This design comes from an exercise in tuning for small area, a short achievable clock period and few clock cycles per item on the open sky130 flow, not from production work. In this exercise RTL edits were held to simulation tests only and were not proved equivalent to the original.

**flow/design.v**
```verilog
module ntc_temp (
    input  wire        clk,
    input  wire        rst,
    input  wire        start,
    input  wire [15:0] vref,
    input  wire [15:0] vntc,
    input  wire [31:0] toff,
    output wire        ready,
    output wire        done,
    output reg         err,
    output wire [31:0] result
);
    localparam [2:0] S_IDLE = 3'd0, S_NORM = 3'd1, S_LN = 3'd2, S_DIV = 3'd3, S_FIN = 3'd4;
    localparam [36:0] K1M  = 37'd45713176761;    
    localparam [36:0] LN2  = 37'd2977044472;     
    localparam [36:0] NLN2 = ~LN2 + 37'd1;       
    localparam [37:0] NC273 = ~38'd17901158 + 38'd1;   
    reg  [2:0]  state;
    reg  [4:0]  k;
    reg  [37:0] g;         
    reg  [15:0] t;
    reg  [36:0] acc;       
    reg  [29:0] q;         
    reg  [31:0] toffr;
    wire is_idle = (state == S_IDLE);
    wire is_norm = (state == S_NORM);
    wire is_ln   = (state == S_LN);
    wire is_div  = (state == S_DIV);
    wire is_fin  = (state == S_FIN);
    assign ready = is_idle | is_fin;
    assign done  = is_fin;
    wire a_zero = (g[32:17] == 16'd0);
    wire b_zero = (t == 16'd0);
    wire a_n    = g[32];
    wire b_n    = t[15];
    wire init   = is_norm & a_n & b_n;
    wire a_ge_b = (g[32:17] >= t);
    function [36:0] lnc;
        input [4:0] kk;
        begin
            case (kk)
                5'd0:  lnc = 37'd2977044472;
                5'd1:  lnc = 37'd1741459379;
                5'd2:  lnc = 37'd958394255;
                5'd3:  lnc = 37'd505874286;
                5'd4:  lnc = 37'd260380768;
                5'd5:  lnc = 37'd132163268;
                5'd6:  lnc = 37'd66589974;
                5'd7:  lnc = 37'd33424039;
                5'd8:  lnc = 37'd16744533;
                5'd9:  lnc = 37'd8380427;
                5'd10: lnc = 37'd4192257;
                5'd11: lnc = 37'd2096640;
                5'd12: lnc = 37'd1048448;
                5'd13: lnc = 37'd524256;
                5'd14: lnc = 37'd262136;
                5'd15: lnc = 37'd131070;
                default: lnc = 37'd1 << (6'd32 - {1'b0, kk});
            endcase
        end
    endfunction
    reg [4:0] kstop;
    always @(*) begin
        casez (acc[36:29])
            8'b1???????: kstop = 5'd16;
            8'b011?????: kstop = 5'd17;
            8'b010?????: kstop = 5'd18;
            8'b0011????: kstop = 5'd19;
            8'b0010????: kstop = 5'd20;
            8'b00011???: kstop = 5'd21;
            8'b00010???: kstop = 5'd22;
            8'b000011??: kstop = 5'd23;
            8'b000010??: kstop = 5'd24;
            8'b0000011?: kstop = 5'd25;
            8'b0000010?: kstop = 5'd27;
            8'b00000011: kstop = 5'd28;
            8'b00000010: kstop = 5'd29;
            default:     kstop = 5'd30;
        endcase
    end
    wire last = is_ln & (k >= kstop);
    reg [37:0] rem0;
    reg [6:0]  mark;
    always @(*) begin
        if      (acc >= 37'd56908316672) begin rem0 = 38'd113413980160; mark = 7'b1000000; end
        else if (acc >= 37'd28454158336) begin rem0 = 38'd56706990080;  mark = 7'b0100000; end
        else if (acc >= 37'd14227079168) begin rem0 = 38'd28353495040;  mark = 7'b0010000; end
        else if (acc >= 37'd7113539584)  begin rem0 = 38'd14176747520;  mark = 7'b0001000; end
        else if (acc >= 37'd3556769792)  begin rem0 = 38'd7088373760;   mark = 7'b0000100; end
        else if (acc >= 37'd1778384896)  begin rem0 = 38'd3544186880;   mark = 7'b0000010; end
        else                             begin rem0 = 38'd1772093440;   mark = 7'b0000001; end
    end
    wire [37:0] sh  = (k[4] == 1'b0) ? (g >> k[3:0]) : 38'd0;
    wire [37:0] cen = 38'd1 << (5'd31 - k);
    wire [37:0] x2  = (is_ln | is_norm) ? sh :
                      is_div ? ~cen :
                      {8'd0, q};
    wire [37:0] m   = is_div ? {1'b0, acc} :
                      is_fin ? {6'd0, toffr} :
                      (is_ln | a_ge_b) ? {4'd0, t, 18'd0} : {5'd0, t, 17'd0};
    wire [37:0] mn  = ~m;
    wire [37:0] sv  = g ^ x2 ^ mn;
    wire [37:0] cv  = (g & x2) | (g & mn) | (x2 & mn);
    wire [37:0] s   = sv + {cv[36:0], is_div} + 38'd1;
    wire        take = ~s[37];
    assign result = s[31:0];
    wire [36:0] acc_add = acc + ((is_norm & ~init) ? (a_n ? LN2 : NLN2) : lnc(k));
    always @(posedge clk) begin
        if (rst) begin
            state <= S_IDLE;
        end else begin
            case (state)
                S_IDLE, S_FIN: state <= start ? S_NORM : S_IDLE;
                S_NORM: begin
                    if (a_zero | b_zero) begin
                        err   <= 1'b1;
                        state <= S_FIN;
                    end else if (init) begin
                        state <= S_LN;
                    end
                end
                S_LN:  if (last) state <= S_DIV;
                S_DIV: if (q[29]) begin
                    err   <= 1'b0;
                    state <= S_FIN;
                end
                default: state <= S_IDLE;
            endcase
        end
    end
    always @(posedge clk) begin
        if (ready)
            g <= {5'd0, vntc, 17'd0};
        else if (last)
            g <= rem0;
        else if (is_div & q[29])
            g <= NC273;
        else if (is_norm & ~init) begin
            if (~a_n) g <= {g[36:0], 1'b0};
        end else if (take | init)
            g <= {s[36:0], 1'b0};
        else
            g <= {g[36:0], 1'b0};
        if (ready)
            t <= vref;
        else if (init)
            t <= g[32:17];
        else if (is_norm & ~b_n)
            t <= {t[14:0], 1'b0};
        if (ready)
            acc <= K1M;
        else if ((is_norm & ~init & (a_n ^ b_n)) | (init & a_ge_b) | (is_ln & take))
            acc <= acc_add;
        if (ready)
            k <= 5'd0;
        else if (init | (is_ln & ~last))
            k <= k + 5'd1;
        if (last)
            q <= {23'd0, mark};
        else
            q <= {q[28:0], take & is_div};
        if (ready)
            toffr <= toff;
    end
endmodule
```
**flow/run.sh**
```bash
#!/bin/bash
# synth_recipe.tcl (not shown) runs the flow's synth.tcl, then flattens the netlist and writes it again
# the make line also repeats each setting of config.mk as NAME=value (left out here)
make -C /OpenROAD-flow-scripts/flow DESIGN_CONFIG=/design/flow/config.mk WORK_HOME=/design/flow/orfs CLKGATE_MAP_FILE= SYNTH_SCRIPT=/design/flow/synth_recipe.tcl finish
```
**flow/config.mk**
```make
export PLATFORM = sky130hd
export DESIGN_NAME = ntc_temp
export DESIGN_NICKNAME = ntc_temp
export VERILOG_FILES = /design/flow/design.v
export SDC_FILE = /design/flow/constraint.sdc
export NUM_CORES = 4
export LEC_CHECK = 0
export ABC_CLOCK_PERIOD_IN_PS = 5000
export CAP_MARGIN = 20
export CORE_MARGIN = 2
export CORE_UTILIZATION = 40
export PLACE_DENSITY = 0.6
export SETUP_SLACK_MARGIN = 5
export SLEW_MARGIN = 20
```
**flow/constraint.sdc**
```tcl
create_clock -name core_clock -period 11.0 [get_ports {clk}]
set_input_delay 2.2000 -clock core_clock [delete_from_list [all_inputs] [get_ports {clk}]]
set_output_delay 2.2000 -clock core_clock [all_outputs]
set_load 0.01 [all_outputs]
```
==> results of run 1 <==
[cell families after synthesis]
| logic type | after synthesis | synth area share, % |
|---|---|---|
| compound gates | 651 | 26.2 |
| mux | 70 | 6.09 |
| fa+ha+maj | 144 | 13.4 |
| xor+xnor | 70 | 3.99 |
| simple gates | 700 | 20.3 |
| buf+inv | 204 | 5.16 |
| flops | 161 | 24.8 |
[registers in the layout (all words and copies together), names as in the netlist]
register / cells
toffr: 32
k: 5
err: 1
g: 37
q: 30
state: 3
acc: 37
t: 16
[cells in the mapped netlist (all sizes together), types with 37 or more instances]
cell and number:
a211oi 37, a21oi 200, a31oi 51, clkbuf 98
dfxtp 97, edfxtp 64, fa 38, ha 106
inv 74, mux2i 43, nand2 269, nand3 44
nor2 192, nor3 38, o21ai 141, xnor2 39
[routing by layer]
metal | up-vias | routed length [µm] | GRT usage [%]
li1 | 7771 | - | -
met1 | 8431 | 30500 | 47.8
met2 | 1062 | 32200 | 55.1
met3 | 208 | 7640 | 8.33
met4 | 0 | 3270 | 13.5
met5 | - | 0 | 0
[final cells by class]
class | instances | area, µm² | share of cell area, %
repair inverters | 1 | 5.00 | 0.0235
flip-flops and latches | 161 | 3880 | 18.2
repair buffers | 319 | 3120 | 14.6
clock buffers | 21 | 470 | 2.20
inverters | 75 | 317 | 1.48
multi-input cells | 1638 | 12800 | 59.9
clock inverters | 11 | 126 | 0.592
well taps | 518 | 648 | 3.04
[final timing paths]
| check | cells past startpoint | to | slack (ns) |
|---|---|---|---|
| worst max-delay path | 24 | result[28] | 3.48 |
| worst min-delay path | 1 | q[29] | 0.45 |
| worst max register to register | 29 | g[23] | 4.03 |
| worst min register to register | 1 | q[29] | 0.45 |
[worst max-delay path: stages (launching register included)]
cell and delay, ns:
edfxtp_1 0.53, ha_1 0.36, and4_1 0.24, nand4_1 0.13, o2111ai_2 0.28, nor2_4 0.12
buf_6 0.17, buf_6 0.12, buf_4 0.12, o211ai_1 0.20, o21ai_2 0.13, o21ai_4 0.23
fa_1 0.46, inv_2 0.09, ha_4 0.21, and2_4 0.19, nand2_4 0.08, nor2_2 0.04
a41oi_2 0.23, a21oi_4 0.11, buf_4 0.14, o31a_1 0.28, nor2_2 0.12, xnor2_2 0.13
buf_2 0.15
[through the flow]
step                      hold WS (ns)  setup slack [ns]  cells  util (%)
final                            0.453              3.48   2744      55.3
after CTS                        0.456              3.45   2697      53.4
after floorplan                  0.416              4.64   2000         -
after detailed placement         0.434              2.46   2515      44.5
after global placement           0.427              2.30   2515      44.5
after global routing             0.465              3.33   2744      55.3
[what timing repair did]
action	CTS	global route
setup endpoints to repair	107	106
setup buffers	137	46
gates cloned	13	1
pin swaps	119	56
resized for setup	464	84
==> run notes, run 1 <==
status complete, no violations; gp weighted congestion 0.991; Yosys warning total 1; WL per Instance between 20 and 30 µm; Reg-to-Reg Start g[21]; num ports roughly 100; fraction of registers with async set or reset after synthesis 0%; Max-cap violations 0; first-pass GRT wire length 108 mm; latest clock arrival within the worst-skew pair between 0.4 and 0.5 ns; share of the synthesized area in the top cell type 12.5%; most frequent standard cell in the layout excluding fill and tap cells nand2_1; final instance area roughly 21000 µm²; final slew viol count 0; synthesis-stage register bit count approximately 160; synthesized instance count 2000; post-route setup TNS 0 ns; Port Buffer Count 101; Num Clock Sinks between 150 and 200; crit path kind flip-flop to output pin; Setup Viol. Count Final 0; Post-Syn Area per Cell a little under 8 µm²; achievable frequency 0.133 GHz; cts hold-fix bufs 0; area of the die roughly 41000 µm²; Area contributors post-synth dfxtp_1, edfxtp_1, ha_1, nand2_1, a21oi_1; placed inst area 17200 µm²; maximum fanout along the worst path 6; post-DP HPWL between 40 and 50 mm; total CTS buffers 17; Worst-Margin Slew about 1.1 ns; Post-synth EDFFs 64; Worst EP arrival 5.32 ns; nets roughly 2400; DR iter-0 viols just over 2000; Worst Skew 0.0187 ns; crit path launch type flip-flop; row count about 70; WL final between 70 and 80 mm; die height between 200 and 250 µm; Final ANT Viol Nets 0; synthesized area ~16000 µm²; ant diodes 0; final period utilization around 68%; CTS root buf clkbuf_16; commonest non-fill, non-tap cells in the layout nand2_1, nor2_1, a21oi_1; H-tree depth 4; area added between synthesis and finish 37.0%; most common flop cell mapped by yosys dfxtp_1; post-synth cell types approximately 80; sequential area share after synthesis between 20 and 25%; Final Critical Period about 7.5 ns; Min-Delay Path Class flip-flop to flip-flop; initial antenna violation count 0; min-delay src q[28]; Setup crit start g[30]; layout cells sized above 1 26.1%; Initial DRT Pass Iterations 6; vias in the first global route roughly 17000; GRT overflow 0; Fillers 3556; cell accounting for the most synthesized area dfxtp_1; core area between 30000 and 40000 µm²; Clock Tree Buf Depth 2; Mapped Nets around 2200; # DRC 0; Worst Setup End Kind output pin; Via density around 6.4; GRT Overall Usage around 35%; initial core utilization roughly 40%; CTS tree yes; pin count of the biggest net entering global routing 64; Worst-path clk slew 0.07 ns; slew margin rel. between 20% and 30%; Die Width ~200 µm; Critical Path RT ~9 ns; vias 17472; RSZ-0062 raised after global routing yes; Fin. Hold Viols 0
Testbench counts, summed over its fixed seeds: cycles 74,047, items 1,600.
==> inputs of run 2 (changes only) <==
--- a/flow/config.mk
+++ b/flow/config.mk
@@ -6,5 +6,4 @@
 export NUM_CORES = 4
 export LEC_CHECK = 0
-export ABC_CLOCK_PERIOD_IN_PS = 5000
 export CAP_MARGIN = 20
 export CORE_MARGIN = 2
==> run 2 against run 1 <==
  * Maximum frequency unchanged
  * Clock skew stayed put
  * Die area did not move
  * Clock-buffer cell count unchanged
  * Synthesized area unchanged
  * Largest cell class unchanged
==> run notes, run 2 <==
status complete, no violations; achievable frequency about 0.13 GHz; Post-synth top cells nand2_1, a21oi_1, nor2_1; nets between 2000 and 2500; Port Buffer Count around 100; crit path launch type flip-flop; synthesized instance count 2000; commonest non-fill, non-tap cells in the layout nand2_1, nor2_1, a21oi_1; Clock Tree Buf Depth 2; CTS tree yes; Core Util, Final 55.3%; Worst EP arrival roughly 5.3 ns; slew margin rel. between 20% and 30%; area of the die approximately 41000 µm²; DR iter-0 viols 2079; Worst Hold Path Cells 1; r2r worst-path depth 29; final period utilization 68.4%; most frequent cell after synthesis nand2_1; Setup Viol. Count Final 0; Worst Skew approximately 0.019 ns; row count around 70; Initial DRT Pass Iterations 6; final instance area around 21000 µm²; Critical Path RT approximately 8.8 ns; setup ws final 3.48 ns; # DRC 0; initial core utilization between 40 and 50%; cell accounting for the most synthesized area dfxtp_1; most frequent standard cell in the layout excluding fill and tap cells nand2_1; Via density 6.37; maximum fanout along the worst path 6; placed inst area 17200 µm²; sequential area share after synthesis between 20% and 30%; Setup crit start g[30]; Top Registers acc: 37 flops, g: 37 flops, toffr: 32 flops; H-tree depth 4; GRT overflow 0; Area contributors post-synth dfxtp_1, edfxtp_1, ha_1, nand2_1, a21oi_1; synthesized area around 16000 µm²; Reg-to-Reg Start g[21]; Final Critical Period about 7.5 ns; Worst-Margin Slew 1.10 ns; pin count of the biggest net entering global routing between 60 and 70; Post-Syn Area per Cell a little under 8 µm²; Worst-path clk slew 0.07 ns; final slew viol count 0; WL per Instance approximately 27 µm; post-DP HPWL ~50 mm; Worst Setup End Kind output pin; Num Clock Sinks approximately 160; total CTS buffers 17; Final ANT Viol Nets 0; Fin. Hold Viols 0; gp weighted congestion just under 1; area added between synthesis and finish 37.0%; die height 201 µm; Post-synth EDFFs 64; Yosys warning total 1; most common flop cell mapped by yosys dfxtp_1; share of the synthesized area in the top cell type roughly an eighth; first-pass GRT wire length around 110 mm; cts hold-fix bufs 0; GRT Overall Usage ~35%; crit path kind flip-flop to output pin; layout cells sized above 1 a little over a quarter; vias in the first global route 16804; pre-CTS worst setup slack roughly 2.5 ns; core area 38600 µm²; CTS root buf clkbuf_16; Max-cap violations 0; synthesis-stage register bit count 161; ant diodes 0; non-filler cells, final 2744; post-route setup TNS 0 ns; WL final around 74 mm; Min-Delay Path Class flip-flop to flip-flop; vias ~17000; Mapped Nets approximately 2200; placed cells 2515; min-delay src q[28]; post-synth cell types 78; initial antenna violation count 0; fraction of registers with async set or reset after synthesis 0%; Die Width a little over 200 µm; num ports between 100 and 150; latest clock arrival within the worst-skew pair between 0.4 and 0.5 ns; RSZ-0062 raised after global routing yes
[run 2: cell counts after synthesis]
Identical to the previous run, type by type.
[run 2: worst paths after layout]
check,slack [ns],endpoint
worst max-delay path,3.48,result[28]
worst min-delay path,0.45,q[29]
worst max register to register,4.03,g[23]
worst min register to register,0.45,q[29]
[run 2: worst max-delay path: stages (launching register included)]
cell       delay, ns
edfxtp_1        0.53
ha_1            0.36
and4_1          0.24
nand4_1         0.13
o2111ai_2       0.28
nor2_4          0.12
buf_6           0.17
buf_6           0.12
buf_4           0.12
o211ai_1        0.20
o21ai_2         0.13
o21ai_4         0.23
fa_1            0.46
inv_2           0.09
ha_4            0.21
and2_4          0.19
nand2_4         0.08
nor2_2          0.04
a41oi_2         0.23
a21oi_4         0.11
buf_4           0.14
o31a_1          0.28
nor2_2          0.12
xnor2_2         0.13
buf_2           0.15
[run 2: kinds of logic (layout without fill, tap and decap cells)]
family / count (synthesis) / count (layout) / synth area share (%)
AOI/OAI and AO/OA: 651 / 654 / 26.2
and+or+nand+nor: 700 / 700 / 20.3
muxes: 70 / 70 / 6.09
buffers and inverters: 204 / 427 / 5.16
adders and majority gates: 144 / 144 / 13.4
DFF: 161 / 161 / 24.8
xor gates and xnor gates: 70 / 70 / 3.99
[run 2: stage by stage]
| step | hold WS, ns |
|---|---|
| after floorplan | 0.416 |
| after global routing | 0.465 |
| after CTS | 0.456 |
| final | 0.453 |
| after global placement | 0.427 |
| after detailed placement | 0.434 |
[run 2: timing repair]
action,CTS,global route
resized for setup,464,84
pin swaps,119,56
setup buffers,137,46
endpoints found under the setup margin,107,106
cloned,13,1
[run 2: routing by layer]
metal | GRT usage [%] | share of wire, %
met1 | 47.8 | 41
met5 | 0 | 0
met3 | 8.33 | 10
met4 | 13.5 | 4.4
met2 | 55.1 | 44
[run 2: cell type report]
| class | instances | area (µm²) |
|---|---|---|
| Sequential cell | 161 | 3880 |
| Clock inverter | 11 | 126 |
| Timing Repair Buffer | 319 | 3120 |
| Inverter | 75 | 317 |
| Tap cell | 518 | 648 |
| Clock buffer | 21 | 470 |
| Timing Repair inverter | 1 | 5.00 |
| Fill cell | 3556 | 17200 |
| Multi-Input combinational cell | 1638 | 12800 |
==> inputs of run 3 (changes only) <==
--- a/flow/config.mk
+++ b/flow/config.mk
@@ -10,4 +10,3 @@
 export CORE_UTILIZATION = 40
 export PLACE_DENSITY = 0.6
-export SETUP_SLACK_MARGIN = 5
 export SLEW_MARGIN = 20
==> run 3 against run 2 <==
  * Final cell count decreased by 7.2%
  * Sequential cell count did not move
  * Clock-buffer cell count is 1 lower
  * Hold slack got worse by 0.0080 ns
  * Die area stayed put
  * Setup slack worse by 2.0 ns
  * Maximum frequency decreased by 21%
  * Sequential share of layout area up 3.9 points
  * Critical endpoint is now result[25]
  * Clock skew down 0.0014 ns
  * Global-route usage is 5.3 points lower
==> run notes, run 3 <==
Worst-path clk slew about 0.070 ns; hold endpoint q[3]; Initial DRT Pass Iterations 8; r2r worst-path depth 25; Worst Hold Path Cells 2; vias in the first global route 15058; gr busiest metal met2; Num Clock Sinks approximately 160; Worst path depth 16; most frequent cell after synthesis nand2_1; initial antenna violation count 0; ant diodes 0; post-DP HPWL ~47 mm; Sequential Area around 3900 µm²; initial core utilization 40.4%; Post-Syn Area per Cell between 7 and 8 µm²; met1 Use GR 42.4%; CP max stage delay 0.76 ns; cell mode on critical path a21oi_1; DR iter-0 viols ~1800; GRT Overall Usage a little under a third; cell accounting for the most synthesized area dfxtp_1; Post-synth top cells nand2_1, a21oi_1, nor2_1; most frequent standard cell in the layout excluding fill and tap cells nand2_1; Worst Skew 0.0173 ns; min-delay src q[2]; Fin. Hold Viols 0; Area contributors post-synth dfxtp_1, edfxtp_1, ha_1, nand2_1, a21oi_1; sequential area share after synthesis approximately a quarter; fraction of registers with async set or reset after synthesis 0%; first-pass GRT wire length ~94 mm; multi-input logic area 10900 µm²; met3 Track Usage GR approximately 6.7%; CTS root buf clkbuf_16; Setup Buffers After CTS 0; Worst Setup End Kind output pin; commonest non-fill, non-tap cells in the layout nand2_1, a21oi_1, nor2_1; crit path cell chain or2_2 -> clkinv_2 -> nand2_1 -> inv_1 -> a22oi_1 -> fa_1 -> ha_1 -> and3_1 -> and2_0 -> a22oi_1 -> a21oi_1 -> a21oi_1 -> o31ai_1 -> a21oi_1 -> xnor2_1 -> clkdlybuf4s50_1; Yosys warning total 1; reg-to-reg endpoint g[23]; Fillers a little under 4000; Worst EP arrival 7.28 ns; CTS tree yes; met2 usage 45.7%; maximum fanout along the worst path 24; Final ANT Viol Nets 0; synthesis-stage register bit count roughly 160; Post-synth EDFFs 64; placed cells about 2500; vias 15999; latest clock arrival within the worst-skew pair approximately 0.47 ns; area added between synthesis and finish 12.6%; non-filler cells, final 2547; Die Width between 200 and 250 µm; WL per Instance between 20 and 25 µm; most common flop cell mapped by yosys dfxtp_1; GRT overflow 0; area of the die around 41000 µm²; row count 72; placed inst area between 15000 and 20000 µm²; crit path kind flip-flop to output pin; num ports between 100 and 150; post-synth cell types 78; cts hold-fix bufs 0; WP buf/inv 3; WL final around 60 mm; Worst-Margin Slew between 1 and 1.5 ns; R2R setup slack around 3 ns; Max-cap violations 0; synthesized area between 15000 and 20000 µm²; share of the synthesized area in the top cell type between 10% and 20%; total CTS buffers 17; slew margin rel. 19.9%; final slew viol count 0; Top Registers acc: 37 flops, g: 37 flops, toffr: 32 flops; post-route setup TNS 0 ns; Reg-to-Reg Start g[17]; PostCTS Resize Cnt 0; nets 2227; Port Buffer Count slightly above 100; Setup Viol. Count Final 0; synthesized instance count 2000; Critical Path RT 8.80 ns; status complete, no violations; # DRC 0; crit path launch type flip-flop; gp weighted congestion between 1 and 1.5; Clock Tree Buf Depth 2; CP top delay family compound AO/OA/AOI/OAI gates; Mapped Nets roughly 2200; die height around 200 µm; Min-Delay Path Class flip-flop to flip-flop; Via density about 6.3; core area 38600 µm²; final period utilization between 80% and 90%; H-tree depth 4; layout cells sized above 1 5.47%; final instance area 17500 µm²; Final Critical Period 9.48 ns; pin count of the biggest net entering global routing 64; CP max stage cell inv_1; achievable frequency around 0.11 GHz; RSZ-0062 raised after global routing no
run 3: final cells by class:
cell class / instances / share of cell area, %
inverters: 75 / 1.61
repair buffers: 126 / 6.91
multi-input cells: 1635 / 62.4
well taps: 518 / 3.70
clock inverters: 12 / 0.521
clock buffers: 20 / 2.79
flip-flops and latches: 161 / 22.1
run 3: metal layers:
metal	up-vias	share of wire, %
met3	128	9.9
met2	844	44
met5	-	0
met1	7662	44
met4	0	3.0
li1	7365	-
run 3: how the worst max path moves through the flow:
stage / startpoint / endpoint
4_1_cts: state[1] / result[29]
2_1_floorplan: k[1] / result[29]
3_3_place_gp: state[1] / result[25]
3_5_place_dp: state[1] / result[29]
6_report: state[1] / result[25]
5_1_grt: state[1] / result[29]
run 3: logic make-up (layout without fill, tap and decap cells):
family                     count (synthesis)  in the layout  synth area share, %
and+or+nand+nor                          700            700                 20.3
AOI/OAI and AO/OA                        651            651                 26.2
buffers and inverters                    204            233                 5.16
DFF                                      161            161                 24.8
adders and majority gates                144            144                 13.4
xor gates and xnor gates                  70             70                 3.99
muxes                                     70             70                 6.09
run 3: per-stage QoR:
stage	worst slack, ns	util (%)	hold slack [ns]
detailed placement	2.15	44.0	0.435
finish	1.52	45.5	0.445
global route	1.11	45.5	0.469
global placement	2.28	44.0	0.426
floorplan	3.80	-	0.416
CTS	1.66	45.5	0.446
run 3: tightest hold or removal path, cell delays in order, from the launching register on:
cell     delay [ns]
dfxtp_1        0.31
nand2_1        0.05
nand2_1        0.04
==> inputs of run 4 (changes only) <==
--- a/flow/design.v
+++ b/flow/design.v
@@ -9,7 +9,7 @@
     output wire        done,
     output reg         err,
-    output wire [31:0] result
+    output reg  [31:0] result
 );
-    localparam [2:0] S_IDLE = 3'd0, S_NORM = 3'd1, S_LN = 3'd2, S_DIV = 3'd3, S_FIN = 3'd4;
+    localparam [2:0] S_IDLE = 3'd0, S_NORM = 3'd1, S_LN = 3'd2, S_DIV = 3'd3, S_FIN = 3'd4, S_DONE = 3'd5;
     localparam [36:0] K1M  = 37'd45713176761;    
     localparam [36:0] LN2  = 37'd2977044472;     
@@ -22,5 +22,4 @@
     reg  [36:0] acc;       
     reg  [29:0] q;         
-    reg  [31:0] toffr;
     wire is_idle = (state == S_IDLE);
     wire is_norm = (state == S_NORM);
@@ -28,6 +27,7 @@
     wire is_div  = (state == S_DIV);
     wire is_fin  = (state == S_FIN);
-    assign ready = is_idle | is_fin;
-    assign done  = is_fin;
+    wire is_done = (state == S_DONE);
+    assign ready = is_idle | is_done;
+    assign done  = is_done;
     wire a_zero = (g[32:17] == 16'd0);
     wire b_zero = (t == 16'd0);
@@ -97,5 +97,5 @@
                       {8'd0, q};
     wire [37:0] m   = is_div ? {1'b0, acc} :
-                      is_fin ? {6'd0, toffr} :
+                      is_fin ? {6'd0, result} :
                       (is_ln | a_ge_b) ? {4'd0, t, 18'd0} : {5'd0, t, 17'd0};
     wire [37:0] mn  = ~m;
@@ -104,5 +104,4 @@
     wire [37:0] s   = sv + {cv[36:0], is_div} + 38'd1;
     wire        take = ~s[37];
-    assign result = s[31:0];
     wire [36:0] acc_add = acc + ((is_norm & ~init) ? (a_n ? LN2 : NLN2) : lnc(k));
     always @(posedge clk) begin
@@ -111,9 +110,10 @@
         end else begin
             case (state)
-                S_IDLE, S_FIN: state <= start ? S_NORM : S_IDLE;
+                S_IDLE, S_DONE: state <= start ? S_NORM : S_IDLE;
+                S_FIN: state <= S_DONE;
                 S_NORM: begin
                     if (a_zero | b_zero) begin
                         err   <= 1'b1;
-                        state <= S_FIN;
+                        state <= S_DONE;
                     end else if (init) begin
                         state <= S_LN;
@@ -161,5 +161,7 @@
             q <= {q[28:0], take & is_div};
         if (ready)
-            toffr <= toff;
+            result <= toff;
+        else if (is_fin)
+            result <= s[31:0];
     end
 endmodule
--- a/flow/config.mk
+++ b/flow/config.mk
@@ -10,3 +10,4 @@
 export CORE_UTILIZATION = 40
 export PLACE_DENSITY = 0.6
+export SETUP_SLACK_MARGIN = 3
 export SLEW_MARGIN = 20
==> run 4 against run 3 <==
  * Sequential cell count is the same
  * Non-clock buffer count grew 11
  * Clock skew shrank 0.0033 ns
  * Maximum frequency grew 23%
  * Critical endpoint is now g[31]
  * Critical path depth grew 10
  * Die area grew 5.1%
  * Still clean
  * Hold slack gained 0.0064 ns
  * Via count grew 3.8%
==> run notes, run 4 <==
status complete, no violations; core area ~40000 µm²; WP buf/inv 3; final period utilization a little over two thirds; synthesis-stage register bit count ~160; Worst Setup End Kind flip-flop; Final Critical Period around 7.7 ns; maximum fanout along the worst path 21; final slew viol count 0; area of the die between 40000 and 50000 µm²; Die Width around 210 µm; pre-CTS worst setup slack 3.39 ns; latest clock arrival within the worst-skew pair 0.51 ns; Post-Syn Area per Cell ~7.9 µm²; Core Util, Final a little under half; CTS tree yes; post-DP HPWL between 40 and 50 mm; vias in the first global route ~16000; area added between synthesis and finish 12.4%; RSZ-0062 raised after global routing no; Top Registers acc: 37 flops, g: 37 flops, result: 32 flops; Reg-to-Reg Start g[17]; cell accounting for the most synthesized area dfxtp_1; ant diodes 0; # DRC 0; GRT Overall Usage 30.4%; Final ANT Viol Nets 0; Worst path depth 26; cts hold-fix bufs 0; CP top delay family compound AO/OA/AOI/OAI gates; share of the synthesized area in the top cell type 11.9%; Yosys warning total 1; Initial DRT Pass Iterations 6; crit path kind flip-flop to flip-flop; Setup Viol. Count Final 0; Mapped Nets approximately 2300; slew margin rel. 39.2%; post-route setup TNS 0 ns; DR iter-0 viols approximately 1900; Min-Delay Path Class flip-flop to flip-flop; layout cells sized above 1 6.68%; Critical Path RT 11.33 ns; first-pass GRT wire length between 90 and 100 mm; Worst setup endpoint g[31]; synthesized area approximately 16000 µm²; commonest non-fill, non-tap cells in the layout nand2_1, nor2_1, a21oi_1; Max-cap violations 0; CP max stage cell nand2_1; Clock Tree Buf Depth 2; achievable frequency 0.130 GHz; die height between 200 and 250 µm; CTS root buf clkbuf_16; CP max stage delay 0.59 ns; pin count of the biggest net entering global routing 72; synthesized instance count approximately 2100; cell mode on critical path a21oi_1; fraction of registers with async set or reset after synthesis 0%; Worst EP arrival 8.05 ns; total CTS buffers 17; vias 16612; nets approximately 2300; most frequent standard cell in the layout excluding fill and tap cells nand2_1; Worst-Margin Slew slightly above 0.9 ns; initial antenna violation count 1; H-tree depth 4; Fin. Hold Viols 0; Port Buffer Count 101; Setup crit start g[17]; setup ws final approximately 3.3 ns; most frequent cell after synthesis nand2_1; crit path launch type flip-flop; r2r worst-path depth 26; post-synth cell types 85; Post-synth top cells nand2_1, nor2_1, a21oi_1; num ports just over 100; Setup Buffers After CTS 0; Num Clock Sinks 161; Area contributors post-synth dfxtp_1, edfxtp_1, ha_1, nand2_1, a21oi_1; initial core utilization 40.3%; GRT overflow 0; gp weighted congestion roughly 0.94; sequential area share after synthesis approximately a quarter; Via density about 6.3; Post-synth EDFFs 64; Worst-path clk slew about 0.08 ns; most common flop cell mapped by yosys dfxtp_1; WL final about 64 mm; R2R setup slack 3.28 ns; row count 74; Worst Skew ~0.014 ns; WL per Instance approximately 25 µm; reg-to-reg endpoint g[31]
-- run 4: cell count changes after synthesis, sizes merged, moves of 9 or more --
cell and change:
a21o +13, a21oi -33, a221o +11, a31oi -27, mux2i +28, nand2 +20, nand2b +13, nor3 -12
o21bai -9
-- run 4: cell type report --
class                      instances  area, µm²
clock inverter                     6       62.6
clock buffer                      26        547
fill                            4041      22200
sequential                       161       3870
tap                              532        666
timing repair buffer             137       1290
inverter                          79        298
multi-input combinational       1686      11700
-- run 4: cell families (layout without fill, tap and decap cells) --
kind of cell,Yosys count,count (layout),share of synthesized area (%)
and+or+nand+nor,727,727,20.2
xor gates and xnor gates,68,68,3.68
AOI/OAI and AO/OA,647,647,26.4
adders and majority gates,144,144,12.7
buffers and inverters,223,248,5.42
muxes,100,100,8.00
DFF,161,161,23.6
-- run 4: worst min-delay path by stage --
stage / start / end / cells past startpoint
after CTS: q[18] / q[19] / 1
after detailed placement: q[21] / q[22] / 1
after global placement: q[24] / q[25] / 1
after floorplan: q[17] / q[18] / 1
after global routing: q[18] / q[19] / 1
final: q[18] / q[19] / 1
-- run 4: worst register-to-register path, delay by kind of cell, from the launching register on --
| family | cells | cell delay [ns] |
|---|---|---|
| adder cells (fa/ha/maj) | 3 | 1.05 |
| AND/OR/NAND/NOR | 6 | 1.74 |
| AO/OA/AOI/OAI | 13 | 3.52 |
| buffers and inverters | 3 | 0.66 |
| multiplexers | 1 | 0.09 |
| flip-flops | 1 | 0.48 |
-- run 4: stage by stage --
stage               hold WS [ns]  area [µm²]  instances
global placement           0.427       17800       2594
global route               0.459       18400       2627
detailed placement         0.435       17800       2595
finish                     0.451       18400       2627
floorplan                  0.424       16400       2070
CTS                        0.451       18400       2627
-- run 4: routing by layer --
| layer | wire (µm) | up-vias | track usage [%] |
|---|---|---|---|
| met3 | 5310 | 139 | 6.34 |
| met5 | 0 | - | 0 |
| met4 | 2370 | 0 | 11.7 |
| met2 | 28600 | 790 | 46.7 |
| met1 | 28200 | 8069 | 41.9 |
| li1 | - | 7614 | - |
-- run 4: timing repair --
| action | in CTS | in global routing |
|---|---|---|
| resized for setup | 0 | 1 |
| setup endpoints to repair | 0 | 3 |
| endpoints found under the hold margin | 0 | 0 |
Testbench counts of run 4, summed over its fixed seeds: cycles 75,647, items 1,600.
==> inputs of run 5 (changes only) <==
--- a/flow/config.mk
+++ b/flow/config.mk
@@ -10,4 +10,4 @@
 export CORE_UTILIZATION = 40
 export PLACE_DENSITY = 0.6
-export SETUP_SLACK_MARGIN = 3
+export SETUP_SLACK_MARGIN = 5
 export SLEW_MARGIN = 20
==> run 5 against run 4 <==
  * Setup slack gained 1.8 ns
  * First-iteration DRC count grew 2.6%
  * Die area is the same
  * Still clean on timing, DRC and antenna
  * Critical path type unchanged
  * Final area increased by 7.3%
  * Non-clock buffer count is 69 higher
  * Synthesized area unchanged
  * Via count is 3.2% higher
==> run notes, run 5 <==
ant diodes 0; WL per Instance 25.1 µm; Clock Tree Buf Depth 2; cts hold-fix bufs 0; Worst Skew 0.0119 ns; Top Registers acc: 37 flops, g: 37 flops, result: 32 flops; area added between synthesis and finish 20.5%; maximum fanout along the worst path 7; latest clock arrival within the worst-skew pair a little over 0.5 ns; Worst-path clk slew 0.07 ns; GRT Overall Usage just over 30%; vias 17137; num ports 102; nets 2364; status complete, no violations; synthesized area 16400 µm²; CP top delay family compound AO/OA/AOI/OAI gates; share of the synthesized area in the top cell type 11.9%; final period utilization 53.9%; fraction of registers with async set or reset after synthesis 0%; Final Critical Period around 6 ns; area of the die 42600 µm²; Setup Viol. Count Final 0; Core Util, Final 48.6%; row count 74; crit path cell chain inv_2 -> ha_1 -> nand2b_1 -> a31oi_1 -> o21ai_1 -> a21oi_2 -> o21ai_2 -> a31oi_4 -> nand2_4 -> mux2i_1 -> nor2_1 -> a221oi_1 -> fa_1 -> ha_4 -> nand4_1 -> nor3_2 -> a2111oi_4 -> buf_4 -> o21a_4 -> mux2i_2 -> o22a_2 -> buf_12 -> and2_4 -> a221o_1; most common flop cell mapped by yosys dfxtp_1; # DRC 0; Worst Setup End Kind flip-flop; Yosys warning total 1; Worst EP arrival between 6 and 7 ns; most frequent standard cell in the layout excluding fill and tap cells nand2_1; Post-Syn Area per Cell ~7.9 µm²; setup ws final between 5 and 6 ns; cell accounting for the most synthesized area dfxtp_1; CP max stage cell fa_1; first-pass GRT wire length around 98 mm; layout cells sized above 1 a little over an eighth; Post-synth top cells nand2_1, nor2_1, a21oi_1; WL met3 around 6.4 mm; placed inst area roughly 18000 µm²; Worst-Margin Slew a little under 0.9 ns; post-route setup TNS 0 ns; Max Used Layer met5; Post-synth EDFFs 64; post-synth cell types 85; Min-Delay Path Class flip-flop to flip-flop; H-tree depth 4; synthesis-stage register bit count 161; vias in the first global route 15916; final instance area between 15000 and 20000 µm²; Final ANT Viol Nets 0; RSZ-0062 raised after global routing no; Max-cap violations 0; DR iter-0 viols around 1900; Die Width 206 µm; initial antenna violation count 0; Area contributors post-synth dfxtp_1, edfxtp_1, ha_1, nand2_1, a21oi_1; gp weighted congestion between 0.9 and 1; achievable frequency 0.169 GHz; met1 wire length 28.6 mm; CP max stage delay between 0.5 and 0.6 ns; WL final between 60 and 70 mm; sequential area share after synthesis between 20% and 30%; Fin. Hold Viols 0; most frequent cell after synthesis nand2_1; crit path launch type flip-flop; final slew viol count 0; Critical Path RT 11.25 ns; Num Clock Sinks 161; CTS tree yes; Fillers 3920; Via density between 6 and 7; commonest non-fill, non-tap cells in the layout nand2_1, nor2_1, a21oi_1; pin count of the biggest net entering global routing between 60 and 70; die height around 210 µm; Mapped Nets ~2300; WP buf/inv 3; synthesized instance count just over 2000; total CTS buffers 17; initial core utilization around two fifths; post-DP HPWL about 49 mm; Initial DRT Pass Iterations 7; slew margin rel. between 40% and 50%; core area approximately 40000 µm²; Port Buffer Count approximately 100; GRT overflow 0; CTS root buf clkbuf_16; DR WL met2 approximately 30 mm; pre-CTS worst setup slack 3.39 ns; crit path kind flip-flop to flip-flop
-- run 5: cell counts after synthesis --
No cell type changed its count.
-- run 5: timing repair --
item,4_1_cts,5_1_grt
pin swaps,7,25
gates cloned,3,5
resized for setup,56,86
setup endpoints to repair,86,77
buffers inserted,12,51
-- run 5: metal layers --
layer	vias to the layer above	GRT usage, %
li1	7767	-
met1	8329	42.2
met2	883	47.7
met3	156	7.00
met4	2	11.6
met5	-	0
-- run 5: worst reg2reg max path: stages, from the launching register on --
cell and delay (ns):
edfxtp_1 0.41, inv_2 0.15, ha_1 0.25, nand2b_1 0.18, a31oi_1 0.19, o21ai_1 0.11, a21oi_2 0.14, o21ai_2 0.09
a31oi_4 0.34, nand2_4 0.17, mux2i_1 0.26, nor2_1 0.07, a221oi_1 0.28, fa_1 0.51, ha_4 0.33, nand4_1 0.22
nor3_2 0.32, a2111oi_4 0.05, buf_4 0.19, o21a_4 0.24, mux2i_2 0.17, o22a_2 0.32, buf_12 0.17, and2_4 0.18
a221o_1 0.34
-- run 5: final cells by class --
type / instances / area (µm²) / share of cell area [%]
inverter: 79 / 302 / 1.53
tap: 532 / 666 / 3.37
clock inverter: 6 / 62.6 / 0.317
timing repair buffer: 206 / 2040 / 10.3
multi-input combinational: 1688 / 12300 / 62.0
clock buffer: 26 / 547 / 2.77
sequential: 161 / 3880 / 19.7
-- run 5: worst paths after layout --
check | cells past startpoint | slack, ns | end | from
worst max-delay path | 24 | 5.07 | g[24] | g[17]
worst min-delay path | 1 | 0.45 | q[22] | q[21]
worst max register to register | 24 | 5.07 | g[24] | g[17]
worst min register to register | 1 | 0.45 | q[22] | q[21]
-- run 5: kinds of logic (layout without fill, tap and decap cells) --
kind of cell,Yosys count,count (layout),share of synthesized area [%]
simple gates,727,729,20.2
buf+inv,223,317,5.42
xor+xnor,68,68,3.68
mux,100,100,8.00
flops,161,161,23.6
fa+ha+maj,144,144,12.7
compound gates,647,647,26.4
-- run 5: through the flow --
step / std cells / hold slack (ns)
floorplan: 2070 / 0.424
global placement: 2594 / 0.427
detailed placement: 2595 / 0.435
CTS: 2642 / 0.451
global route: 2698 / 0.474
finish: 2698 / 0.453
==> inputs of run 6 (changes only) <==
--- a/flow/config.mk
+++ b/flow/config.mk
@@ -8,6 +8,6 @@
 export CAP_MARGIN = 20
 export CORE_MARGIN = 2
-export CORE_UTILIZATION = 40
-export PLACE_DENSITY = 0.6
+export CORE_UTILIZATION = 50
+export PLACE_DENSITY = 0.8
 export SETUP_SLACK_MARGIN = 5
 export SLEW_MARGIN = 20
==> run 6 against run 5 <==
  * Die area down 20%
  * Synthesized area unchanged
  * Clock-buffer cell count down 6
  * Utilization up 11 points
  * Routed wire length down 6.9%
  * Sequential cell count unchanged
  * Hold slack worse by 0.0011 ns
  * Highest routed layer is now met4
==> run notes, run 6 <==
Num Clock Sinks ~160; GRT Overall Usage 35.6%; crit path launch type flip-flop; Core Util, Final between 50 and 60%; most frequent cell after synthesis nand2_1; Worst Setup End Kind flip-flop; synthesis-stage register bit count roughly 160; R2R setup slack about 5 ns; Worst Hold Path Cells 1; maximum fanout along the worst path 12; initial antenna violation count 0; Area contributors post-synth dfxtp_1, edfxtp_1, ha_1, nand2_1, a21oi_1; final period utilization between 50% and 60%; most common flop cell mapped by yosys dfxtp_1; placed inst area about 18000 µm²; num ports 102; Final Critical Period just under 6 ns; area added between synthesis and finish 17.4%; area of the die approximately 34000 µm²; hold endpoint q[25]; slew margin rel. 37.8%; post-synth cell types 85; Setup Viol. Count Final 0; ant diodes 0; total CTS buffers 17; Fin. Hold Viols 0; commonest non-fill, non-tap cells in the layout nand2_1, nor2_1, a21oi_1; layout cells sized above 1 between 10% and 20%; achievable frequency between 0.15 and 0.2 GHz; Fillers between 2000 and 3000; first-pass GRT wire length 92.8 mm; gp weighted congestion slightly below 1; Post-Syn Area per Cell about 7.9 µm²; die height about 190 µm; CTS tree yes; Critical Path RT 11.21 ns; fraction of registers with async set or reset after synthesis 0%; final slew viol count 0; core area about 32000 µm²; share of the synthesized area in the top cell type a little under an eighth; Post-synth EDFFs 64; status complete, no violations; Worst Skew 0.0133 ns; WL final around 63 mm; WL per Instance 24.5 µm; Yosys warning total 1; row count 66; CTS root buf clkbuf_16; non-filler cells, final approximately 2600; most frequent standard cell in the layout excluding fill and tap cells nand2_1; Top Registers acc: 37 flops, g: 37 flops, result: 32 flops; placed cells 2496; synthesized instance count around 2100; Max-cap violations 0; Worst-path clk slew approximately 0.080 ns; Worst-Margin Slew between 0.9 and 1 ns; RSZ-0062 raised after global routing yes; latest clock arrival within the worst-skew pair ~0.46 ns; Initial DRT Pass Iterations 7; min-delay src q[24]; GRT overflow 0; sequential area share after synthesis roughly a quarter; Clock Tree Buf Depth 2; synthesized area ~16000 µm²; Reg-to-Reg Start g[17]; final instance area about 19000 µm²; pin count of the biggest net entering global routing 66; Final ANT Viol Nets 0; H-tree depth 4; vias in the first global route 15836; reg-to-reg endpoint g[24]; r2r worst-path depth 23; post-DP HPWL about 45 mm; Mapped Nets about 2300; vias around 17000; Min-Delay Path Class flip-flop to flip-flop; DR iter-0 viols ~2600; Port Buffer Count 101; Worst EP arrival 6.13 ns; Die Width 185 µm; post-route setup TNS 0 ns; crit path kind flip-flop to flip-flop; Via density roughly 6.7; # DRC 0; cell accounting for the most synthesized area dfxtp_1; Post-synth top cells nand2_1, nor2_1, a21oi_1; nets roughly 2300; initial core utilization a little over 50%
run 6: cell counts after synthesis:
Identical to the previous run, type by type.
run 6: final cells by class:
class                   instances  area (µm²)  area share (%)
inverters                      79         310            1.61
repair inverters                1        5.00          0.0260
repair buffers                175        1710            8.88
clock buffers                  20         489            2.54
multi-input cells            1691       12200            63.4
clock inverters                12        91.3           0.475
flip-flops and latches        161        3880            20.2
well taps                     442         553            2.88
run 6: what timing repair did:
item | CTS | global route
setup buffers | 14 | 29
pin swaps | 5 | 25
hold buffers | 0 | 0
setup endpoints to repair | 87 | 77
gates resized for setup | 55 | 76
gates cloned | 1 | 8
hold endpoints to repair | 0 | 0
run 6: cell families (layout without fill, tap and decap cells):
family	after synthesis	in the layout	share of synthesized area, %
xor gates and xnor gates	68	68	3.68
and+or+nand+nor	727	731	20.2
DFF	161	161	23.6
muxes	100	100	8.00
adders and majority gates	144	144	12.7
buffers and inverters	223	287	5.42
AOI/OAI and AO/OA	647	648	26.4
run 6: metal layers:
metal  share of wire [%]  vias to the layer above  GRT usage (%)
met5                   0                        -              0
met2                  44                     1165           54.7
li1                    -                     7736              -
met3                  11                      205           6.94
met4                 5.0                        0           15.3
met1                  40                     8229           48.7
run 6: worst max-delay path, stage by stage (launching register included):
cell,delay [ns]
edfxtp_1,0.42
inv_2,0.15
ha_1,0.25
nand2b_1,0.15
a31oi_1,0.18
o21ai_2,0.08
a21oi_2,0.15
o21ai_2,0.12
a31oi_4,0.38
nand2_4,0.18
buf_4,0.20
mux2i_1,0.13
nor2_1,0.09
a221oi_2,0.27
fa_1,0.49
ha_4,0.35
nand4_1,0.18
or3_1,0.46
o21a_4,0.26
mux2i_2,0.18
o22a_4,0.30
buf_8,0.17
and2_4,0.17
a221o_1,0.34
run 6: through the flow:
step / hold WS [ns] / worst slack, ns
floorplan: 0.424 / 5.04
global placement: 0.431 / 3.56
detailed placement: 0.439 / 3.42
CTS: 0.447 / 4.94
global route: 0.449 / 4.91
finish: 0.452 / 5.09
run 6: how the worst max path moves through the flow:
stage,start,to,depth (start not counted)
after floorplan,k[0],g[24],24
after global placement,k[0],g[24],19
after detailed placement,k[0],g[24],19
after CTS,k[0],g[24],20
after global routing,g[17],g[24],27
final,g[17],g[24],23
==> inputs of run 7 (changes only) <==
--- a/flow/design.v
+++ b/flow/design.v
@@ -21,5 +21,6 @@
     reg  [15:0] t;
     reg  [36:0] acc;       
-    reg  [29:0] q;         
+    reg  [13:0] q;         
+    wire [29:0] qq = {t, q};
     wire is_idle = (state == S_IDLE);
     wire is_norm = (state == S_NORM);
@@ -95,5 +96,5 @@
     wire [37:0] x2  = (is_ln | is_norm) ? sh :
                       is_div ? ~cen :
-                      {8'd0, q};
+                      {8'd0, qq};
     wire [37:0] m   = is_div ? {1'b0, acc} :
                       is_fin ? {6'd0, result} :
@@ -121,5 +122,5 @@
                 end
                 S_LN:  if (last) state <= S_DIV;
-                S_DIV: if (q[29]) begin
+                S_DIV: if (qq[29]) begin
                     err   <= 1'b0;
                     state <= S_FIN;
@@ -134,5 +135,5 @@
         else if (last)
             g <= rem0;
-        else if (is_div & q[29])
+        else if (is_div & qq[29])
             g <= NC273;
         else if (is_norm & ~init) begin
@@ -146,6 +147,8 @@
         else if (init)
             t <= g[32:17];
-        else if (is_norm & ~b_n)
-            t <= {t[14:0], 1'b0};
+        else if (last)
+            t <= 16'd0;
+        else if ((is_norm & ~b_n) | is_div)
+            t <= {t[14:0], is_div & q[13]};
         if (ready)
             acc <= K1M;
@@ -157,7 +160,7 @@
             k <= k + 5'd1;
         if (last)
-            q <= {23'd0, mark};
+            q <= {7'd0, mark};
         else
-            q <= {q[28:0], take & is_div};
+            q <= {q[12:0], take & is_div};
         if (ready)
             result <= toff;
==> flow/flow/run.sh (new file) <==
#!/bin/bash
set -euo pipefail
MARGIN=${MARGIN:-7}
sed "s/SETUP_SLACK_MARGIN=5/SETUP_SLACK_MARGIN=${MARGIN}/" standard.sh > standard_margin.sh
grep -q "SETUP_SLACK_MARGIN=${MARGIN}" standard_margin.sh
bash standard_margin.sh finish > flow_make.log 2>&1
==> flow/standard.sh (new file) <==
#!/bin/bash
# synth_recipe.tcl (not shown) runs the flow's synth.tcl, then flattens the netlist and writes it again
# the make line also repeats each setting of config.mk as NAME=value (left out here)
make -C /OpenROAD-flow-scripts/flow DESIGN_CONFIG=/design/flow/config.mk WORK_HOME=/design/flow/orfs CLKGATE_MAP_FILE= SYNTH_SCRIPT=/design/flow/synth_recipe.tcl "${@:-finish}"
removed: flow/run.sh
==> run 7 against run 6 <==
  * Clock skew rose by 0.0026 ns
  * Routed wire length is 20% higher
  * Sequential cell count shrank 16
  * Synthesized area down 2.7%
  * Global-route usage rose by 7.3 points
  * Via count grew 10%
  * Register-to-register slack better by 0.08 ns
  * Critical path type unchanged
==> run notes, run 7 <==
slew margin rel. ~30%; Initial DRT Pass Iterations 10; Hold Slack ~0.46 ns; num ports between 100 and 150; GRT Overall Usage 42.9%; CTS tree yes; Top Registers acc: 37 flops, g: 37 flops, result: 32 flops; Mapped Nets roughly 2300; vias approximately 19000; commonest non-fill, non-tap cells in the layout nand2_1, nor2_1, a21oi_1; Max-cap violations 0; # DRC 0; Post-synth EDFFs 64; layout cells sized above 1 between 20% and 30%; core area 31500 µm²; row count 65; post-synth cell types 90; CTS root buf clkbuf_16; Yosys warning total 1; GRT overflow 0; nets approximately 2500; Worst Skew ~0.016 ns; cell mode on critical path buf_6; share of the synthesized area in the top cell type about an eighth; pre-CTS worst setup slack between 3 and 4 ns; crit path cell chain buf_12 -> buf_4 -> mux4_2 -> mux2i_1 -> and2_1 -> a311o_1 -> a222oi_1 -> fa_1 -> ha_2 -> nand4_1 -> nor2_2 -> a21oi_2 -> o21ai_2 -> a211oi_4 -> buf_6 -> buf_4 -> buf_6 -> o2111ai_4 -> nand3_4 -> buf_6 -> buf_16 -> nand2b_1 -> a21oi_1 -> a221o_1; final slew viol count 0; Final Critical Period 5.83 ns; maximum fanout along the worst path 7; die height roughly 180 µm; Sequential Area about 3600 µm²; gp weighted congestion around 1; total CTS buffers 17; non-filler cells, final 2660; setup ws final between 5 and 6 ns; R2R setup slack between 5 and 6 ns; final period utilization between 50 and 60%; placed cells around 2500; CP max stage delay approximately 0.53 ns; Port Buffer Count 101; H-tree depth 4; synthesized instance count a little over 2000; Worst EP arrival just over 6 ns; initial core utilization 50.6%; ant diodes 0; Final ANT Viol Nets 0; CP max stage cell a222oi_1; synthesized area about 16000 µm²; placed inst area approximately 17000 µm²; area added between synthesis and finish 35.8%; Fillers ~2400; Clock Tree Buf Depth 2; Fin. Hold Viols 0; multi-input logic area about 13000 µm²; vias in the first global route about 18000; cts hold-fix bufs 0; Via density just over 7; final instance area 21700 µm²; WL final 75.8 mm; Post-Syn Area per Cell slightly below 8 µm²; Setup Viol. Count Final 0; Min-Delay Path Class flip-flop to flip-flop; fraction of registers with async set or reset after synthesis 0%; synthesis-stage register bit count 145; achievable frequency roughly 0.17 GHz; sequential area share after synthesis 22.2%; first-pass GRT wire length around 110 mm; Critical Path RT approximately 11 ns; Die Width 183 µm; pin count of the biggest net entering global routing between 60 and 70; RSZ-0062 raised after global routing yes; Num Clock Sinks roughly 150; Area contributors post-synth edfxtp_1, dfxtp_1, ha_1, nand2_1, a21oi_1; most common flop cell mapped by yosys dfxtp_1; most frequent cell after synthesis nand2_1; Post-synth top cells nand2_1, nor2_1, a21oi_1; crit path launch type flip-flop; area of the die 33300 µm²; WL per Instance roughly 28 µm; Worst-Margin Slew 1.06 ns; post-route setup TNS 0 ns; post-DP HPWL roughly 47 mm; crit path kind flip-flop to flip-flop; Worst-path clk slew roughly 0.080 ns; cell accounting for the most synthesized area edfxtp_1; DR iter-0 viols 2669; status complete, no violations; Worst Setup End Kind flip-flop; most frequent standard cell in the layout excluding fill and tap cells nand2_1; latest clock arrival within the worst-skew pair a little under 0.5 ns; initial antenna violation count 0
run 7: cell count changes in the layout (fill, tap and decap cells not counted), moves of 18 or more:
cell	previous run	this run
buf_4	61	129
o21ai_0	127	75
mux2i_1	69	34
buf_6	3	31
a21oi_2	7	29
and2_1	34	13
o211ai_1	15	36
a22oi_1	41	22
dfxtp_1	91	72
a211oi_1	37	19
run 7: metrics by stage:
step	util [%]
4_1_cts	64.5
6_report	68.8
3_5_place_dp	55.4
5_1_grt	68.8
2_1_floorplan	-
3_3_place_gp	55.4
run 7: final timing paths:
check        start    end  cells past startpoint
min reg2reg   q[9]  q[10]                      1
min           q[9]  q[10]                      1
max           k[0]  g[15]                     24
max reg2reg   k[0]  g[15]                     24
run 7: area by class of cell:
| class | instances | area share [%] |
|---|---|---|
| inverter | 101 | 1.91 |
| timing repair buffer | 302 | 15.1 |
| clock buffer | 17 | 1.96 |
| multi-input combinational | 1677 | 61.6 |
| clock inverter | 15 | 0.561 |
| tap | 402 | 2.32 |
| sequential | 145 | 16.5 |
| timing repair inverter | 1 | 0.0405 |
run 7: worst max-delay path, delay by kind of cell, from the launching register on:
kind / cells / cell delay (ns)
DFF: 1 / 0.41
buffers and inverters: 7 / 1.05
AOI/OAI and AO/OA: 8 / 1.71
adders and majority gates: 2 / 0.96
and+or+nand+nor: 5 / 1.05
muxes: 2 / 0.49
run 7: cell families (layout without fill, tap and decap cells):
logic type               count (synthesis)  in the layout  synth area share [%]
buffers and inverters                  238            436                  6.07
adder cells (fa/ha/maj)                144            144                  13.1
multiplexers                            71             71                  6.40
XOR/XNOR                                67             67                  3.68
flip-flops                             145            145                  22.2
AO/OA/AOI/OAI                          657            658                  27.6
AND/OR/NAND/NOR                        737            737                  20.9
run 7: routing by layer:
metal	GRT usage (%)	vias up	wire (µm)
met5	0.296	-	31
met4	30.1	2	7090
met3	14.1	562	11000
met2	64.5	1689	32000
met1	51.9	8886	25600
li1	-	7950	-
run 7: repair_timing:
action / in CTS / in global routing
endpoints found under the setup margin: 106 / 119
cloned: 15 / 5
setup buffers: 108 / 48
pin swaps: 76 / 111
resized for setup: 228 / 190
Testbench counts of run 7, summed over its fixed seeds: cycles 75,647, items 1,600.
==> inputs of run 8 (changes only) <==
==> flow/run.sh (new file) <==
#!/bin/bash
# synth_recipe.tcl (not shown) runs the flow's synth.tcl, then flattens the netlist and writes it again
# the make line also repeats each setting of config.mk as NAME=value (left out here)
make -C /OpenROAD-flow-scripts/flow DESIGN_CONFIG=/design/flow/config.mk WORK_HOME=/design/flow/orfs CLKGATE_MAP_FILE= SYNTH_SCRIPT=/design/flow/synth_recipe.tcl finish
--- a/flow/config.mk
+++ b/flow/config.mk
@@ -8,6 +8,7 @@
 export CAP_MARGIN = 20
 export CORE_MARGIN = 2
-export CORE_UTILIZATION = 50
-export PLACE_DENSITY = 0.8
+export CORE_UTILIZATION = 40
+export PLACE_DENSITY = 0.6
 export SETUP_SLACK_MARGIN = 5
 export SLEW_MARGIN = 20
+export TNS_END_PERCENT = 5
removed: flow/flow/run.sh
removed: flow/standard.sh
==> run 8 against run 7 <==
  * Setup slack lost 0.068 ns
  * Via count shrank 10%
  * Die area grew 24%
  * Global-route usage shrank 10 points
  * Highest routed layer is now met4
==> run notes, run 8 <==
cell mode on critical path a21oi_1; final period utilization around 54%; commonest non-fill, non-tap cells in the layout nand2_1, nor2_1, a21oi_1; share of the synthesized area in the top cell type approximately an eighth; Initial DRT Pass Iterations 10; Top Registers acc: 37 flops, g: 37 flops, result: 32 flops; most frequent cell after synthesis nand2_1; first-pass GRT wire length just over 100 mm; WL final 68.4 mm; Post-synth top cells nand2_1, nor2_1, a21oi_1; hold endpoint q[13]; # DRC 0; DR iter-0 viols roughly 2000; crit path kind flip-flop to flip-flop; CP max stage cell edfxtp_1; achievable frequency 0.170 GHz; WL per Instance roughly 26 µm; placed inst area between 15000 and 20000 µm²; setup ws final between 5 and 6 ns; final instance area 18700 µm²; initial core utilization between 40 and 50%; Hold Slack between 0.4 and 0.5 ns; num ports 102; most frequent standard cell in the layout excluding fill and tap cells nand2_1; CP top delay family compound AO/OA/AOI/OAI gates; Fin. Hold Viols 0; total CTS buffers 17; most common flop cell mapped by yosys dfxtp_1; Reg-to-Reg Start g[29]; synthesis-stage register bit count roughly 150; synthesized area about 16000 µm²; Max-cap violations 0; pre-CTS worst setup slack about 3.5 ns; Final Critical Period 5.90 ns; status complete, no violations; synthesized instance count 2059; Mapped Nets 2270; final slew viol count 0; Num Clock Sinks ~150; gp weighted congestion between 0.9 and 1; Port Buffer Count slightly above 100; pin count of the biggest net entering global routing between 60 and 70; Post-synth EDFFs 64; Setup Viol. Count Final 0; latest clock arrival within the worst-skew pair 0.51 ns; GRT Overall Usage approximately a third; Worst Setup End Kind flip-flop; Worst-path clk slew around 0.07 ns; H-tree depth 4; vias in the first global route about 16000; Die Width 204 µm; maximum fanout along the worst path 23; Area contributors post-synth edfxtp_1, dfxtp_1, ha_1, nand2_1, a21oi_1; Post-Syn Area per Cell 7.74 µm²; core area just under 40000 µm²; min-delay src q[12]; slew margin rel. 38.3%; post-synth cell types 90; Worst Skew between 0.01 and 0.015 ns; crit path launch type flip-flop; fraction of registers with async set or reset after synthesis 0%; area of the die between 40000 and 50000 µm²; GRT overflow 0; Yosys warning total 1; R2R setup slack ~5 ns; vias 17178; Critical Path RT between 10 and 15 ns; CP max stage delay roughly 0.60 ns; cts hold-fix bufs 0; area added between synthesis and finish 17.5%; layout cells sized above 1 11.6%; Min-Delay Path Class flip-flop to flip-flop; post-DP HPWL 50.1 mm; CTS tree yes; r2r worst-path depth 25; post-route setup TNS 0 ns; Via density ~6.4; die height slightly above 200 µm; WP buf/inv 5; cell accounting for the most synthesized area edfxtp_1; Final ANT Viol Nets 0; nets between 2000 and 2500; Worst EP arrival 6.14 ns; Clock Tree Buf Depth 2; Worst-Margin Slew 0.920 ns; row count 73; CTS root buf clkbuf_16; RSZ-0062 raised after global routing yes; reg-to-reg endpoint g[17]; initial antenna violation count 2; sequential area share after synthesis between 20 and 25%; Worst Hold Path Cells 1
[run 8: cell counts after synthesis]
Identical to the previous run, type by type.
[run 8: stage by stage]
step	util, %	instances
after detailed placement	43.8	2581
after global placement	43.8	2581
after floorplan	-	2059
after global routing	47.4	2663
final	47.4	2664
after CTS	46.2	2632
[run 8: final cells by class]
class / instances / area [µm²]
multi-input cells: 1677 / 11800
repair buffers: 183 / 1760
clock buffers: 22 / 518
flip-flops and latches: 145 / 3560
well taps: 525 / 657
clock inverters: 10 / 91.3
fillers: 3942 / 20800
inverters: 101 / 388
diodes: 1 / 2.50
[run 8: what timing repair did]
action                     CTS  global route
pin swaps                    9             9
gates cloned                 1             2
setup buffers               18            28
resized for setup           44            45
setup endpoints to repair   87            82
[run 8: worst max path at each step]
stage | endpoint | depth (start not counted) | slack [ns] | from
after detailed placement | g[3] | 23 | 3.49 | g[17]
after CTS | acc[36] | 21 | 4.97 | state[0]
after global placement | g[7] | 23 | 3.46 | t[15]
final | g[17] | 25 | 5.10 | g[29]
after floorplan | acc[26] | 24 | 5.15 | k[0]
after global routing | acc[35] | 21 | 4.96 | state[2]
[run 8: cells by family after synthesis]
group           share of synthesized area, %
mux                                     6.40
compound gates                          27.6
buf+inv                                 6.07
flops                                   22.2
simple gates                            20.9
fa+ha+maj                               13.1
xor+xnor                                3.68
[run 8: worst reg2reg max path: cells and delay by family (launching register included)]
family / cells / cell delay (ns)
buf+inv: 5 / 0.80
flops: 1 / 0.60
simple gates: 2 / 0.24
compound gates: 15 / 2.81
fa+ha+maj: 3 / 1.20
[run 8: per-layer routing]
layer  vias up  global-route usage (%)  wire length [µm]
met3       201                    7.05              6290
met5         -                       0                 0
li1       7695                       -                 -
met1      8254                    43.5             28700
met2      1028                    49.6             29800
met4         0                    17.2              3610

static timing again, ports no longer ideal:
How much do the figures lean on ideal ports? The routed layouts below were timed once more, with nothing changed but the port constraints. Step 1: set_driving_cell puts a clkbuf_16 on clk and a buf_2 on each other input, an assumption about the parent block. Step 2 moves the port delays by t, midway between the first and last clock arrival at a register: inputs arrive t later, outputs are due t later. That takes back most of the time a late clock gives input paths. Slacks: ideal / step 1 / step 2; pairs: ideal / step 1.
run | shift t [ns] | setup slack, ns | hold WS [ns] | latest minus earliest clock arrival (ns) | cell pins on the clock port's net
run 1 | 0.512 | 3.480 / 3.424 / 3.936 | 0.453 / 0.453 / 0.453 | 0.019 / 0.019 | 1
run 2 | 0.512 | 3.480 / 3.424 / 3.936 | 0.453 / 0.453 / 0.453 | 0.019 / 0.019 | 1
run 3 | 0.514 | 1.518 / 1.464 / 1.979 | 0.445 / 0.445 / 0.445 | 0.017 / 0.017 | 1
run 4 | 0.557 | 3.285 / 3.285 / 3.285 | 0.451 / 0.451 / 0.451 | 0.014 / 0.014 | 1
run 5 | 0.556 | 5.070 / 5.070 / 5.070 | 0.453 / 0.453 / 0.453 | 0.012 / 0.012 | 1
run 6 | 0.508 | 5.088 / 5.088 / 5.088 | 0.452 / 0.452 / 0.452 | 0.014 / 0.013 | 1
run 7 | 0.531 | 5.168 / 5.168 / 5.168 | 0.464 / 0.464 / 0.464 | 0.016 / 0.016 | 1
run 8 | 0.557 | 5.101 / 5.101 / 5.101 | 0.458 / 0.458 / 0.458 | 0.014 / 0.015 | 1
After both steps every run listed still meets setup and hold.
